This is an optimization exercise on Yosys and OpenROAD, whose aim is small area, a short achievable clock period and few clock cycles, not a production implementation. In this exercise RTL edits were held to simulation tests only and were not proved equivalent to the original. No activity file was given, so power comes from the tool's default toggle rates.

==> inputs of branch zinc <==
==> flow/design.v <==
module link_rx (
    input  wire        clk,
    input  wire        rst,
    input  wire        in_valid,
    output wire        in_ready,
    input  wire [7:0]  in_data,
    input  wire        cmd_valid,
    output wire        cmd_ready,
    input  wire [7:0]  cmd_op,
    input  wire [7:0]  cmd_id,
    input  wire [31:0] cmd_region,
    input  wire [7:0]  cmd_size,
    output reg         rsp_valid,
    output reg         rsp_bool,
    output wire [7:0]  rsp_val,
    output wire        mem_valid,
    input  wire        mem_ready,
    output wire [31:0] mem_addr,
    output wire [7:0]  mem_data
);
    localparam [7:0] MAGIC0      = 8'h55;
    localparam [7:0] MAGIC1      = 8'hAA;
    localparam [7:0] MAX_PAYLOAD = 8'd57;
    localparam [7:0] MAX_ITEM    = 8'd56;
    localparam [7:0] OP_BIND  = 8'h01;
    localparam [7:0] OP_ISRX  = 8'h05;
    localparam [7:0] OP_CLRX  = 8'h06;
    localparam [7:0] OP_TAKE  = 8'h07;
    localparam [7:0] OP_TAKEP = 8'h08;
    localparam [2:0] R_IDLE = 3'd0;    
    localparam [2:0] R_AA   = 3'd1;    
    localparam [2:0] R_ID   = 3'd2;    
    localparam [2:0] R_LS   = 3'd3;    
    localparam [2:0] R_LEN  = 3'd4;    
    localparam [2:0] R_PAY  = 3'd5;    
    localparam [2:0] R_CLO  = 3'd6;    
    localparam [2:0] R_CHI  = 3'd7;    
    localparam [2:0] D_IDLE = 3'd0;    
    localparam [2:0] D_TYPE = 3'd1;    
    localparam [2:0] D_CHK  = 3'd2;    
    localparam [2:0] D_DATA = 3'd3;    
    localparam [2:0] C_LOOK = 3'd4;    
    localparam [2:0] C_ACT  = 3'd5;    
    localparam [2:0] C_SCAN = 3'd6;    
    localparam [2:0] C_SCN2 = 3'd7;    
    reg [7:0]  slot_used;
    reg [7:0]  slot_recv;
    reg [7:0]  slot_id     [0:7];
    reg [31:0] slot_region [0:7];
    reg [5:0]  slot_size   [0:7];
    reg [7:0]  buf_e [0:31];
    reg [7:0]  buf_o [0:31];
    reg [5:0]  wr_ptr;          
    reg [5:0]  cm_ptr;          
    reg [5:0]  rd_ptr;          
    reg [5:0]  rp1;             
    reg        in_ready_q;
    reg        bv;              
    reg [7:0]  bd;
    reg        bd_55, bd_aa, bd_len_ok, bd_zero;    
    reg [2:0]  rs;
    reg [5:0]  rcnt;            
    reg [15:0] crc;
    reg        crc_lo_ok;       
    reg [7:0]  pend_serial;
    reg [7:0]  last_serial;
    assign in_ready = in_ready_q;
    assign rsp_val  = last_serial;
    wire take = in_valid && in_ready_q;
    reg [15:0] crc_next;
    integer    i;
    always @* begin
        crc_next = ((rs == R_LEN) ? 16'h0000 : crc) ^ {8'h00, bd};
        for (i = 0; i < 8; i = i + 1)
            crc_next = crc_next[0] ? ((crc_next >> 1) ^ 16'h8408) : (crc_next >> 1);
    end
    wire len_ok   = bd_len_ok;
    wire wr_adv   = bv && ((rs == R_LEN && len_ok) || rs == R_PAY);
    wire crc_ok   = crc_lo_ok && (bd == crc[15:8]);
    wire commit   = bv && (rs == R_CHI) && crc_ok;
    wire [5:0] cm_ptr_next = commit ? wr_ptr : cm_ptr;
    wire [5:0] occupancy   = wr_ptr - rd_ptr;
    always @(posedge clk) begin
        bd        <= in_data;
        bd_55     <= (in_data == MAGIC0);
        bd_aa     <= (in_data == MAGIC1);
        bd_len_ok <= (in_data <= MAX_PAYLOAD);
        bd_zero   <= (in_data == 8'd0);
        if (wr_ptr[0]) buf_o[wr_ptr[5:1]] <= bd;
        else           buf_e[wr_ptr[5:1]] <= bd;
        if (bv && rs == R_ID)
            pend_serial <= bd;
        if (bv && (rs == R_LEN || rs == R_PAY))
            crc <= crc_next;
        if (bv && rs == R_LEN)
            rcnt <= bd[5:0];
        else if (bv && rs == R_PAY)
            rcnt <= rcnt - 6'd1;
        if (bv && rs == R_CLO)
            crc_lo_ok <= (bd == crc[7:0]);
    end
    always @(posedge clk) begin
        if (rst) begin
            bv          <= 1'b0;
            in_ready_q  <= 1'b1;
            rs          <= R_IDLE;
            wr_ptr      <= 6'd0;
            cm_ptr      <= 6'd0;
            last_serial <= 8'd0;
        end else begin
            bv         <= take;
            in_ready_q <= (occupancy <= 6'd60);
            if (wr_adv)
                wr_ptr <= wr_ptr + 6'd1;
            if (bv) begin
                case (rs)
                    R_IDLE: if (bd_55) rs <= R_AA;
                    R_AA: begin
                        if (bd_aa)       rs <= R_ID;
                        else if (!bd_55) rs <= R_IDLE;
                    end
                    R_ID:  rs <= R_LS;
                    R_LS:  rs <= R_LEN;
                    R_LEN: begin
                        if (!len_ok)
                            rs <= R_IDLE;             
                        else if (bd_zero)
                            rs <= R_CLO;
                        else
                            rs <= R_PAY;
                    end
                    R_PAY: if (rcnt == 6'd1) rs <= R_CLO;
                    R_CLO: rs <= R_CHI;
                    default: begin                   
                        rs <= R_IDLE;
                        if (crc_ok) begin
                            cm_ptr      <= wr_ptr;
                            last_serial <= pend_serial;
                        end else begin
                            wr_ptr      <= cm_ptr;
                        end
                    end
                endcase
            end
        end
    end
    reg        cmd_ready_q;
    reg        cmd_pend;        
    reg        nr_pend;         
    reg        c_bind, c_clr, c_takep, c_size_ok;
    reg [7:0]  c_id;
    reg [31:0] c_region;
    reg [5:0]  c_size;
    reg [5:0]  c_ptr;           
    assign cmd_ready = cmd_ready_q;
    wire cmd_take = cmd_valid && cmd_ready_q;
    wire op_reg   = (cmd_op == OP_BIND) || (cmd_op == OP_ISRX) || (cmd_op == OP_CLRX) ||
                    (cmd_op == OP_TAKE) || (cmd_op == OP_TAKEP);
    always @(posedge clk) begin
        if (cmd_take) begin
            c_bind    <= (cmd_op == OP_BIND);
            c_clr     <= (cmd_op == OP_CLRX) || (cmd_op == OP_TAKE);
            c_takep   <= (cmd_op == OP_TAKEP);
            c_id      <= cmd_id;
            c_region  <= cmd_region;
            c_size    <= cmd_size[5:0];
            c_size_ok <= (cmd_size <= MAX_ITEM);
            c_ptr     <= cm_ptr_next;
        end
    end
    reg [2:0]  ds;
    reg [7:0]  hd;              
    reg [5:0]  fend;            
    reg [5:0]  prem;            
    reg [5:0]  dleft;           
    reg [7:0]  sel;             
    reg        hit;             
    reg        chk_stop;        
    reg        hd_stale;        
    reg        size_zero;       
    reg        size_one;        
    reg        do_bind, do_unbind, do_clr;
    reg        scan_eq;
    reg        mem_valid_q;
    reg [31:0] mem_addr_q;
    reg [7:0]  mem_data_q;
    assign mem_valid = mem_valid_q;
    assign mem_addr  = mem_addr_q;
    assign mem_data  = mem_data_q;
    wire ofree = !mem_valid_q || mem_ready;
    reg  [7:0]  match, lt_rem, is_zero, is_one;
    reg  [31:0] sel_region;
    reg  [5:0]  sel_size;
    integer    j;
    always @* begin
        sel_region = 32'd0;
        sel_size   = 6'd0;
        for (j = 0; j < 8; j = j + 1) begin
            match[j]   = slot_used[j] && (slot_id[j] == hd);
            lt_rem[j]  = (slot_size[j] < prem);
            is_zero[j] = (slot_size[j] == 6'd0);
            is_one[j]  = (slot_size[j] == 6'd1);
            if (sel[j]) begin
                sel_region = sel_region | slot_region[j];
                sel_size   = sel_size   | slot_size[j];
            end
        end
    end
    wire sel_recv = |(sel & slot_recv);
    wire sel_used = |(sel & slot_used);
    reg [7:0] free_oh;
    integer   k;
    always @* begin
        free_oh = 8'd0;
        for (k = 7; k >= 0; k = k - 1)
            if (!slot_used[k]) free_oh = 8'd1 << k;
    end
    wire cmd_go      = cmd_pend && (rd_ptr == c_ptr);
    wire frame_go    = (rd_ptr != cm_ptr);
    wire stop        = chk_stop;
    wire region_zero = (c_region == 32'd0);
    wire bind_ok     = c_size_ok &&
                       !((&c_region[31:6]) && ({1'b0, c_region[5:0]} + {1'b0, c_size} > 7'd64));
    wire scan_hit    = sel_used && (sel_region == c_region);
    wire issue_first = (ds == D_CHK) && !stop && !size_zero && ofree;
    wire issue_more  = (ds == D_DATA) && ofree;
    wire issue       = issue_first || issue_more;
    wire jump = chk_stop;
    wire adv  = ((ds == D_IDLE) && !cmd_go && frame_go && !hd_stale) || (ds == D_TYPE) || issue;
    wire [4:0] e_addr = rp1[5:1];
    wire [4:0] o_addr = rd_ptr[5:1];
    wire       odd    = rd_ptr[0] ^ adv;
    wire [7:0] e_data = buf_e[e_addr];
    wire [7:0] o_data = buf_o[o_addr];
    wire       load_cid = (ds == D_IDLE) && cmd_go && !c_takep;
    wire last_first = (sel_size == 6'd1);
    wire last_more  = (dleft == 6'd1);
    always @(posedge clk) begin
        if (load_cid)
            hd <= c_id;
        else
            hd <= odd ? o_data : e_data;
        if (ds == D_IDLE) begin
            prem <= hd[5:0];
            fend <= rp1 + hd[5:0];
        end else if (ds == D_TYPE || issue) begin
            prem <= prem - 6'd1;
        end
        if (ds == D_TYPE || ds == C_LOOK) begin
            sel <= (ds == C_LOOK && !(|match)) ? free_oh : match;
            hit <= |match;
        end else if (ds == D_IDLE) begin
            sel <= 8'd1;
        end else if (ds == C_SCN2) begin
            sel <= sel << 1;
        end
        if (ds == D_TYPE) begin
            size_zero <= |(match & is_zero);
            size_one  <= |(match & is_one);
        end
        if (ds == C_LOOK) begin
            do_bind   <= c_bind && !region_zero && bind_ok && ((|match) || (|free_oh));
            do_unbind <= c_bind && region_zero && (|match);
            do_clr    <= c_clr && (|match);
        end
        scan_eq <= scan_hit;
        if (issue_first)
            dleft <= sel_size - 6'd1;
        else if (issue_more)
            dleft <= dleft - 6'd1;
        if (issue) begin
            mem_addr_q <= issue_first ? sel_region : mem_addr_q + 32'd1;
            mem_data_q <= hd;
        end
        if (ds == C_ACT && do_bind)
            for (j = 0; j < 8; j = j + 1)
                if (sel[j]) begin
                    slot_id[j]     <= c_id;
                    slot_region[j] <= c_region;
                    slot_size[j]   <= c_size;
                end
        rsp_bool <= ((ds == C_SCN2) ? scan_eq : hit) && sel_recv;
    end
    always @(posedge clk) begin
        if (rst) begin
            ds          <= D_IDLE;
            rd_ptr      <= 6'd0;
            rp1         <= 6'd1;
            hd_stale    <= 1'b0;
            mem_valid_q <= 1'b0;
            slot_used   <= 8'd0;
            slot_recv   <= 8'd0;
            cmd_ready_q <= 1'b1;
            cmd_pend    <= 1'b0;
            nr_pend     <= 1'b0;
            rsp_valid   <= 1'b0;
            chk_stop    <= 1'b0;
        end else begin
            rsp_valid <= 1'b0;
            chk_stop  <= (ds == D_TYPE) && !((|match) && (|(match & lt_rem)));
            if (issue)
                mem_valid_q <= 1'b1;
            else if (mem_ready)
                mem_valid_q <= 1'b0;
            hd_stale <= jump;
            if (jump) begin
                rd_ptr <= fend;
                rp1    <= fend + 6'd1;
            end else if (adv) begin
                rd_ptr <= rp1;
                rp1    <= rp1 + 6'd1;
            end
            nr_pend <= cmd_take && !op_reg && (ds == C_ACT);
            if (nr_pend || (cmd_take && !op_reg && (ds != C_ACT)))
                rsp_valid <= 1'b1;
            if (cmd_take && op_reg) begin
                cmd_pend    <= 1'b1;
                cmd_ready_q <= 1'b0;
            end
            case (ds)
                D_IDLE: begin
                    if (cmd_go)
                        ds <= c_takep ? C_SCAN : C_LOOK;
                    else if (frame_go && !hd_stale && hd[5:0] != 6'd0)
                        ds <= D_TYPE;
                end
                D_TYPE: ds <= D_CHK;
                D_CHK: begin
                    if (stop) begin
                        ds <= D_IDLE;                       
                    end else if (size_zero) begin
                        slot_recv <= slot_recv | sel;
                        ds        <= (prem == 6'd0) ? D_IDLE : D_TYPE;
                    end else if (ofree) begin
                        if (size_one) begin
                            slot_recv <= slot_recv | sel;
                            ds        <= (prem == 6'd1) ? D_IDLE : D_TYPE;
                        end else begin
                            ds        <= D_DATA;
                        end
                    end
                end
                D_DATA: begin
                    if (ofree && last_more) begin
                        slot_recv <= slot_recv | sel;
                        ds        <= (prem == 6'd1) ? D_IDLE : D_TYPE;
                    end
                end
                C_LOOK: begin
                    cmd_ready_q <= 1'b1;        
                    ds          <= C_ACT;
                end
                C_ACT: begin
                    cmd_pend  <= cmd_take && op_reg;
                    rsp_valid <= 1'b1;
                    ds        <= D_IDLE;
                    if (do_bind)
                        slot_used <= slot_used | sel;
                    if (do_unbind)
                        slot_used <= slot_used & ~sel;
                    if (do_bind || do_unbind || do_clr)
                        slot_recv <= slot_recv & ~sel;
                end
                C_SCAN: ds <= C_SCN2;
                default: begin                 
                    if (scan_eq || sel[7]) begin
                        cmd_pend    <= 1'b0;
                        cmd_ready_q <= 1'b1;
                        rsp_valid   <= 1'b1;
                        ds          <= D_IDLE;
                        if (scan_eq)
                            slot_recv <= slot_recv & ~sel;
                    end else begin
                        ds <= C_SCAN;
                    end
                end
            endcase
        end
    end
endmodule
==> flow/flow/run.sh <==
#!/bin/bash
# The standard layout (standard.sh, the standard flow's own ORFS flow) with two changes:
# - the ports are buffered with sky130_fd_sc_hd__buf_4 instead of the cell
#   buffer_ports picks by itself (a clkdlybuf4s50_1 delay cell); every port
#   still gets its buffer and timing repair may resize it afterwards;
# - clock tree synthesis adds no dummy loads (same clustering settings as
#   config.mk's CTS_CLUSTER_SIZE / CTS_CLUSTER_DIAMETER).
set -euo pipefail
export BUFFER_PORTS_ARGS="-buffer_cell sky130_fd_sc_hd__buf_4"
export CTS_ARGS="-sink_clustering_enable -repair_clock_nets -sink_clustering_size 26 -sink_clustering_max_diameter 85 -dont_use_dummy_load"
bash standard.sh finish > standard.log 2>&1
==> flow/standard.sh <==
#!/bin/bash
# synth_recipe.tcl (not shown) runs the flow's synth.tcl, then flattens the netlist and writes it again
# the make line also repeats each setting of config.mk as NAME=value (left out here)
make -C /OpenROAD-flow-scripts/flow DESIGN_CONFIG=/design/flow/config.mk WORK_HOME=/design/flow/orfs CLKGATE_MAP_FILE= SYNTH_SCRIPT=/design/flow/synth_recipe.tcl "${@:-finish}"
==> flow/config.mk <==
export PLATFORM = sky130hd
export DESIGN_NAME = link_rx
export DESIGN_NICKNAME = link_rx
export VERILOG_FILES = /design/flow/design.v
export SDC_FILE = /design/flow/constraint.sdc
export NUM_CORES = 4
export LEC_CHECK = 0
export ABC_CLOCK_PERIOD_IN_PS = 2800
export CAP_MARGIN = 20
export CORE_MARGIN = 2
export CORE_UTILIZATION = 55
export CTS_CLUSTER_DIAMETER = 85
export CTS_CLUSTER_SIZE = 26
export PLACE_DENSITY = 0.7
export SETUP_SLACK_MARGIN = 4.7
export SLEW_MARGIN = 20
export TNS_END_PERCENT = 100
==> flow/constraint.sdc <==
create_clock -name core_clock -period 7.5 [get_ports {clk}]
set_input_delay 1.5000 -clock core_clock [delete_from_list [all_inputs] [get_ports {clk}]]
set_output_delay 1.5000 -clock core_clock [all_outputs]
set_load 0.01 [all_outputs]
==> inputs of branch indigo, as changes to branch zinc <==
--- a/flow/design.v
+++ b/flow/design.v
@@ -49,6 +49,7 @@
     reg [31:0] slot_region [0:7];
     reg [5:0]  slot_size   [0:7];
-    reg [7:0]  buf_e [0:31];
-    reg [7:0]  buf_o [0:31];
+    localparam [5:0] LAST = 6'd61;     
+    reg [7:0]  buf_e [0:30];
+    reg [7:0]  buf_o [0:30];
     reg [5:0]  wr_ptr;          
     reg [5:0]  cm_ptr;          
@@ -80,5 +81,5 @@
     wire commit   = bv && (rs == R_CHI) && crc_ok;
     wire [5:0] cm_ptr_next = commit ? wr_ptr : cm_ptr;
-    wire [5:0] occupancy   = wr_ptr - rd_ptr;
+    wire [5:0] occupancy   = (wr_ptr >= rd_ptr) ? wr_ptr - rd_ptr : wr_ptr + 6'd62 - rd_ptr;
     always @(posedge clk) begin
         bd        <= in_data;
@@ -110,7 +111,7 @@
         end else begin
             bv         <= take;
-            in_ready_q <= (occupancy <= 6'd60);
+            in_ready_q <= (occupancy <= 6'd58);
             if (wr_adv)
-                wr_ptr <= wr_ptr + 6'd1;
+                wr_ptr <= (wr_ptr == LAST) ? 6'd0 : wr_ptr + 6'd1;
             if (bv) begin
                 case (rs)
@@ -181,5 +182,5 @@
     reg        size_one;        
     reg        do_bind, do_unbind, do_clr;
-    reg        scan_eq;
+    reg        scan_eq_lo, scan_eq_hi;
     reg        mem_valid_q;
     reg [31:0] mem_addr_q;
@@ -222,5 +223,6 @@
     wire bind_ok     = c_size_ok &&
                        !((&c_region[31:6]) && ({1'b0, c_region[5:0]} + {1'b0, c_size} > 7'd64));
-    wire scan_hit    = sel_used && (sel_region == c_region);
+    wire scan_eq     = scan_eq_lo && scan_eq_hi;
+    wire [7:0] tgt   = hit ? sel : free_oh;
     wire issue_first = (ds == D_CHK) && !stop && !size_zero && ofree;
     wire issue_more  = (ds == D_DATA) && ofree;
@@ -231,4 +233,5 @@
     wire [4:0] o_addr = rd_ptr[5:1];
     wire       odd    = rd_ptr[0] ^ adv;
+    wire [6:0] fend_sum = {1'b0, rp1} + {1'b0, hd[5:0]};
     wire [7:0] e_data = buf_e[e_addr];
     wire [7:0] o_data = buf_o[o_addr];
@@ -243,10 +246,10 @@
         if (ds == D_IDLE) begin
             prem <= hd[5:0];
-            fend <= rp1 + hd[5:0];
+            fend <= fend_sum[6:0] > {1'b0, LAST} ? fend_sum[5:0] - 6'd62 : fend_sum[5:0];
         end else if (ds == D_TYPE || issue) begin
             prem <= prem - 6'd1;
         end
         if (ds == D_TYPE || ds == C_LOOK) begin
-            sel <= (ds == C_LOOK && !(|match)) ? free_oh : match;
+            sel <= match;
             hit <= |match;
         end else if (ds == D_IDLE) begin
@@ -264,5 +267,6 @@
             do_clr    <= c_clr && (|match);
         end
-        scan_eq <= scan_hit;
+        scan_eq_lo <= sel_used && (sel_region[15:0] == c_region[15:0]);
+        scan_eq_hi <= (sel_region[31:16] == c_region[31:16]);
         if (issue_first)
             dleft <= sel_size - 6'd1;
@@ -275,5 +279,5 @@
         if (ds == C_ACT && do_bind)
             for (j = 0; j < 8; j = j + 1)
-                if (sel[j]) begin
+                if (tgt[j]) begin
                     slot_id[j]     <= c_id;
                     slot_region[j] <= c_region;
@@ -306,8 +310,8 @@
             if (jump) begin
                 rd_ptr <= fend;
-                rp1    <= fend + 6'd1;
+                rp1    <= (fend == LAST) ? 6'd0 : fend + 6'd1;
             end else if (adv) begin
                 rd_ptr <= rp1;
-                rp1    <= rp1 + 6'd1;
+                rp1    <= (rp1 == LAST) ? 6'd0 : rp1 + 6'd1;
             end
             nr_pend <= cmd_take && !op_reg && (ds == C_ACT);
@@ -356,8 +360,10 @@
                     ds        <= D_IDLE;
                     if (do_bind)
-                        slot_used <= slot_used | sel;
+                        slot_used <= slot_used | tgt;
                     if (do_unbind)
                         slot_used <= slot_used & ~sel;
-                    if (do_bind || do_unbind || do_clr)
+                    if (do_bind)
+                        slot_recv <= slot_recv & ~tgt;
+                    if (do_unbind || do_clr)
                         slot_recv <= slot_recv & ~sel;
                 end
ABC_CLOCK_PERIOD_IN_PS = 2600   (was 2800)
CORE_UTILIZATION = 62   (was 55)
PLACE_DENSITY = 0.75   (was 0.7)
SETUP_SLACK_MARGIN = 4.75   (was 4.7)
==> reports/qor_table.md <==
| Metric | Reported | Unit |
|:---|:---|:---|
| Met3 routed WL | 8610 | um |
| Outcome | no timing/DRC/antenna violations | - |
| Adder-cell area share of the yosys netlist | 0.0236 | - |
| Total vias in the final route | 27501 | - |
| Total area of sequential cells | 0.0327 | mm2 |
| Layout cell share with drive strength beyond 1 | 0.143 | - |
| Power dissipated in combinational cells | 4.34 | mW |
the above is filed under branch indigo

==> reports/qor_table.md <==
| Metric | Reported | Unit |
|:---|:---|:---|
| Power dissipated in combinational cells | 3.71 | mW |
| Met3 routed WL | 8230 | um |
| Adder-cell area share of the yosys netlist | 0.0186 | - |
| Total vias in the final route | 26832 | - |
| Critical path buffer and inverter count | 1 | - |
| Cell count after synthesis | 3031 | - |
| Layout cell share with drive strength beyond 1 | 0.130 | - |
| Portion of netlist area occupied by mux cells | 0.0676 | - |
| Outcome | no timing/DRC/antenna violations | - |
the above is filed under branch zinc

Testbench counts of branch zinc, summed over its fixed seeds: cycles 33,236.
Testbench counts of branch indigo, summed over its fixed seeds: cycles 33,236.

-- port drivers added, routing unchanged --
In the flow no input, the clock included, has a driving cell. The finished layouts below were timed again as built, in two steps.
Step 1 assumes that a clkbuf_16 drives the clock port and a buf_2 every other input.
Step 2 times the ports against the registers' clock, not the clock port: input delays grow and output delays shrink by t, the midpoint of the rising clock arrivals with the driver on.
Three values: ideal ports, drivers, drivers and shift; two values: the first two.
run	shift t [ns]	slack for setup (ns)	worst hold slack (ns)	worst setup path at the end	worst slew at a driven data input, ns
branch zinc	0.686	4.629 / 4.568 / 4.148	0.506 / 0.506 / 0.506	input to register	0.12
branch indigo	0.677	4.748 / 4.678 / 4.248	0.495 / 0.495 / 0.495	input to register	0.05
After both steps setup and hold are still met in every run listed. For branch indigo, which loses most, drivers alone change the setup slack by -0.070 ns; drivers and shift together by -0.500 ns.
